Source: an optimization exercise on an open RTL-to-GDS flow (aim: small area, a short achievable clock period and few clock cycles). Production flows keep margins and buffers that such runs may drop.
Only simulation tests tie the RTL to the original design; equivalence was not proved.
Power and IR drop assume default switching activity.

## gfrs_dec
module gfrs_dec (
    input  wire       clk,
    input  wire       rst,
    input  wire       cmd_valid,
    output wire       cmd_ready,
    input  wire [7:0] cmd_dlen,
    input  wire [4:0] cmd_nsym,
    input  wire       in_valid,
    output wire       in_ready,
    input  wire [7:0] in_data,
    output reg        out_valid,
    output reg  [7:0] out_pos,
    output reg  [7:0] out_mag,
    output reg        done,
    output reg        err,
    output reg  [1:0] cause,
    output reg  [3:0] errcnt,
    output reg        paychg
);
    localparam [1:0] C_OK = 2'd0, C_TOOMANY = 2'd1, C_VERIFY = 2'd2, C_DEGEN = 2'd3;
    genvar g;
    integer k;
    wire [7:0] apow [0:15];
    wire [7:0] ainv [0:8];
    wire [7:0] ainv2 [0:8];           
    assign apow[0] = 8'h01;
    assign ainv[0] = 8'h01;
    generate
        for (g = 1; g < 16; g = g + 1) begin : g_apow
            assign apow[g] = {apow[g-1][6:0], 1'b0} ^ (apow[g-1][7] ? 8'h1d : 8'h00);
        end
        for (g = 1; g <= 8; g = g + 1) begin : g_ainv
            assign ainv[g] = ainv[g-1][0] ? ({1'b0, ainv[g-1][7:1]} ^ 8'h8e) : {1'b0, ainv[g-1][7:1]};
        end
        for (g = 0; g <= 8; g = g + 1) begin : g_ainv2
            gf_mul u_sq (.a(ainv[g]), .b(ainv[g]), .p(ainv2[g]));
        end
    endgenerate
    localparam [1:0] A_IDLE = 2'd0, A_RECV = 2'd1, A_FULL = 2'd2;
    reg        a_cmdr, a_inr;
    reg  [7:0] a_dlen;
    reg  [4:0] a_nsym;
    reg        a_new, a_emp, a_got;
    reg  [1:0] a_st;                  
    reg  [7:0] a_rem;                 
    reg        in_tk, in_first, in_last;
    reg  [7:0] in_d;
    reg  [7:0] S [0:15];
    assign cmd_ready = a_cmdr;
    assign in_ready  = a_inr;
    wire [8:0] a_ntot   = {1'b0, a_dlen} + {4'b0000, a_nsym};
    wire       a_ref    = (a_nsym > 5'd16) | a_ntot[8];
    wire       cmd_fire = cmd_valid & a_cmdr;
    wire       take     = in_valid & a_inr;
    wire [7:0] rem_eff  = a_new ? a_ntot[7:0] : (a_rem - {7'd0, in_tk});
    wire       n_one    = ((a_dlen == 8'd1) && (a_nsym == 5'd0)) || ((a_dlen == 8'd0) && (a_nsym == 5'd1));
    wire       rem_one  = a_new ? n_one : (in_tk ? (a_rem == 8'd2) : (a_rem == 8'd1));
    wire       a_cmpl   = (in_tk & in_last) | a_emp;
    wire       b_idle;
  ...
export LEC_CHECK = 0
export CAP_MARGIN = 20
export CELL_PAD_IN_SITES_DETAIL_PLACEMENT = 0
export CELL_PAD_IN_SITES_GLOBAL_PLACEMENT = 1
export CORE_MARGIN = 2
export CORE_UTILIZATION = 60
export CTS_CLUSTER_DIAMETER = 100
export CTS_CLUSTER_SIZE = 20
export PLACE_DENSITY = 0.8
export SLEW_MARGIN = 20
create_clock -name core_clock -period 15.0 [get_ports {clk}]
standard.sh (not shown) runs the stock make flow with config.mk's settings and CLKGATE_MAP_FILE= SYNTH_SCRIPT=/design/flow/synth_recipe.tcl, a recipe that flattens the netlist after the stock synthesis.
==> flow/flow/run.sh <==
#!/bin/bash
# The standard layout (the standard.sh: the standard synthesis, floorplan, placement,
# CTS, routing) with the resizer's setup repair aiming for 11 ns of slack on the 15 ns clock,
# so that it sizes and buffers the critical paths instead of stopping once 15 ns is met.
# The clock period and the constraints are unchanged.
set -euo pipefail
bash standard.sh SETUP_SLACK_MARGIN=11 finish > standard_flow.log 2>&1
The first run went through all stages and came out clean.
Testbench counts at the start, summed over its fixed seeds: cycles 26,861.
Then changed:
--- a/flow/design.v
+++ b/flow/design.v
@@ -447,68 +447,56 @@
         for (g = 1; g <= 8; g = g + 1) begin : g_cmul
             gf_mul u_mul1 (.a(ct[g]), .b(ainv[g]), .p(ct1[g]));
             gf_mul u_mul2 (.a(ct[g]), .b(ainv2[g]), .p(ct2[g]));
         end
         for (g = 1; g <= 7; g = g + 1) begin : g_omul
             gf_mul u_mul1 (.a(ot[g]), .b(ainv[g]), .p(ot1[g]));
             gf_mul u_mul2 (.a(ot[g]), .b(ainv2[g]), .p(ot2[g]));
         end
     endgenerate
     assign ot1[0] = ot[0];
     assign ot2[0] = ot[0];
-    reg [7:0] c_sum0, c_odd0, c_omv0, c_sum1, c_odd1, c_omv1;
+    reg [7:0] c_sum0, c_odd, c_omv, c_sum1;
     always @* begin
         c_sum0 = 8'h01;
-        c_odd0 = 8'h00;
-        c_omv0 = 8'h00;
+        c_odd  = 8'h00;
+        c_omv  = 8'h00;
         c_sum1 = 8'h01;
-        c_odd1 = 8'h00;
-        c_omv1 = 8'h00;
         for (k = 1; k <= 8; k = k + 1) begin
             c_sum0 = c_sum0 ^ ct[k];
             c_sum1 = c_sum1 ^ ct1[k];
-            if (k % 2 == 1) begin
-                c_odd0 = c_odd0 ^ ct[k];
-                c_odd1 = c_odd1 ^ ct1[k];
-            end
-        end
-        for (k = 0; k < 8; k = k + 1) begin
-            c_omv0 = c_omv0 ^ ot[k];
-            c_omv1 = c_omv1 ^ ot1[k];
+            if (k % 2 == 1) c_odd = c_odd ^ ct[k];
         end
+        for (k = 0; k < 8; k = k + 1) c_omv = c_omv ^ ot[k];
     end
-    wire c_r0   = (c_sum0 == 8'h00);
-    wire c_r1   = (c_sum1 == 8'h00) && (c_pos != 8'd0);
-    wire c_dbl  = c_r0 & c_r1;
-    wire c_root = c_r0 | c_r1;
-    wire [7:0] c_odd  = c_r0 ? c_odd0 : c_odd1;
-    wire [7:0] c_omv  = c_r0 ? c_omv0 : c_omv1;
-    wire [7:0] c_rpos = c_r0 ? c_pos : c_pos - 8'd1;
-    wire c_endr = ((c_pos <= 8'd1) && !c_dbl) || (c_root && ({1'b0, c_cnt} + 5'd1 == c_deg));
+    wire c_root = (c_sum0 == 8'h00);                           
+    wire c_one  = (c_sum1 == 8'h00) && (c_pos != 8'd0);        
+    wire [7:0] c_rpos = c_pos;
+    wire c_endr = ((c_pos <= 8'd1) && !c_one) || (c_root && ({1'b0, c_cnt} + 5'd1 == c_deg));
     wire [11:0] p1_t;
     wire [7:0]  pa_inv, mag;
     gf_inv_a u_inv_ca (.a(p1_od), .t(p1_t));
     gf_inv_b u_inv_cb (.t(pa_t), .y(pa_inv));
     gf_mul u_mul_m (.a(p2_om), .b(p2_iv), .p(mag));
     reg  [7:0] buf_pos [0:7];
     reg  [7:0] buf_mag [0:7];
     wire d_acc;
     wire c_ho = (c_st == CS_FIN) && !p1v && !pav && !p2v && d_acc;
     wire c_ok = (c_cnt == c_deg[3:0]) && !c_deg[4] && !c_bad && c_degl;
     always @(posedge clk) begin
         if (b_ho) begin
             for (k = 1; k <= 8; k = k + 1) ct[k] <= sg[k];
             for (k = 0; k < 8; k = k + 1) ot[k] <= bs[8 - k];
         end else begin
-            for (k = 1; k <= 8; k = k + 1) ct[k] <= c_dbl ? ct1[k] : ct2[k];
-            for (k = 0; k < 8; k = k + 1) ot[k] <= c_dbl ? ot1[k] : ot2[k];
+            for (k = 1; k <= 8; k = k + 1) ct[k] <= c_one ? ct1[k] : ct2[k];
+            for (k = 0; k < 8; k = k + 1) ot[k] <= c_one ? ot1[k] : ot2[k];
         end
         p1_om  <= c_omv;
         p1_od  <= c_odd;
         p1_lt  <= (c_rpos < c_dlen);
         pa_om  <= p1_om;
         pa_t   <= p1_t;
         pa_lt  <= p1_lt;
         p2_om  <= pa_om;
         p2_iv  <= pa_inv;
         p2_lt  <= pa_lt;
         if (c_st == CS_RUN && c_root) buf_pos[c_cnt[2:0]] <= c_rpos;
@@ -527,23 +515,23 @@
             c_bad   <= 1'b0;
             c_pay   <= 1'b0;
             c_res   <= b_res;
             c_err   <= b_err;
             c_cause <= b_cause;
         end
         if (c_st == CS_RUN) begin
             if (c_root) begin
                 c_cnt <= c_cnt + 4'd1;
                 if (c_odd == 8'h00) c_bad <= 1'b1;
             end
-            c_pos <= c_pos - (c_dbl ? 8'd1 : 8'd2);
+            c_pos <= c_pos - (c_one ? 8'd1 : 8'd2);
         end
         if (rst) begin
             c_st <= CS_IDLE;
             p1v  <= 1'b0;
             pav  <= 1'b0;
             p2v  <= 1'b0;
         end else begin
             p1v <= (c_st == CS_RUN) && c_root;
             pav <= p1v;
             p2v <= pav;
             case (c_st)
Result: The new run went through all stages and came out clean; final cell count falls by 1.3%; clock power barely changes; cell area fell by 0.93%; wire length hardly moves; via count hardly moves; power fell by about 20%; area after synthesis goes down by about 0.34%; die area came out lower by about 0.33%; worst setup slack gets worse by 19 ps; global-route usage came out higher by 0.21 points; hold slack stays flat; combinational power goes down by 25%; maximum frequency shrinks by about 0.46%.
Testbench counts after the change, summed over its fixed seeds: cycles 26,880.

what the ideal ports hide:
The flow's constraints put no driver on any port. The routed layouts listed below were extracted and timed again, unchanged, in two steps. Step 1 (the two cells are an assumption about what drives the block):
set clk [get_ports {clk}]
set_driving_cell -lib_cell sky130_fd_sc_hd__clkbuf_16 $clk
set_driving_cell -lib_cell sky130_fd_sc_hd__buf_2 [delete_from_list [all_inputs] $clk]
Step 2, shift: input delay + t, output delay - t, t = (earliest + latest rising clock arrival at the registers) / 2. This alone moves slack from input paths to output paths. a / b / c = no drivers / after step 1 / after step 2; a / b = the first two.
run | shift t [ns] | setup slack, ns | worst setup path at the end
the first run | 0.768 | 10.842 / 10.763 / 10.612 | input to register
the second run | 0.767 | 10.822 / 10.743 / 10.375 | input to register
After both steps every run listed still meets setup and hold. For the second run, which loses most, drivers alone change the setup slack by -0.079 ns; drivers and shift together by -0.447 ns.
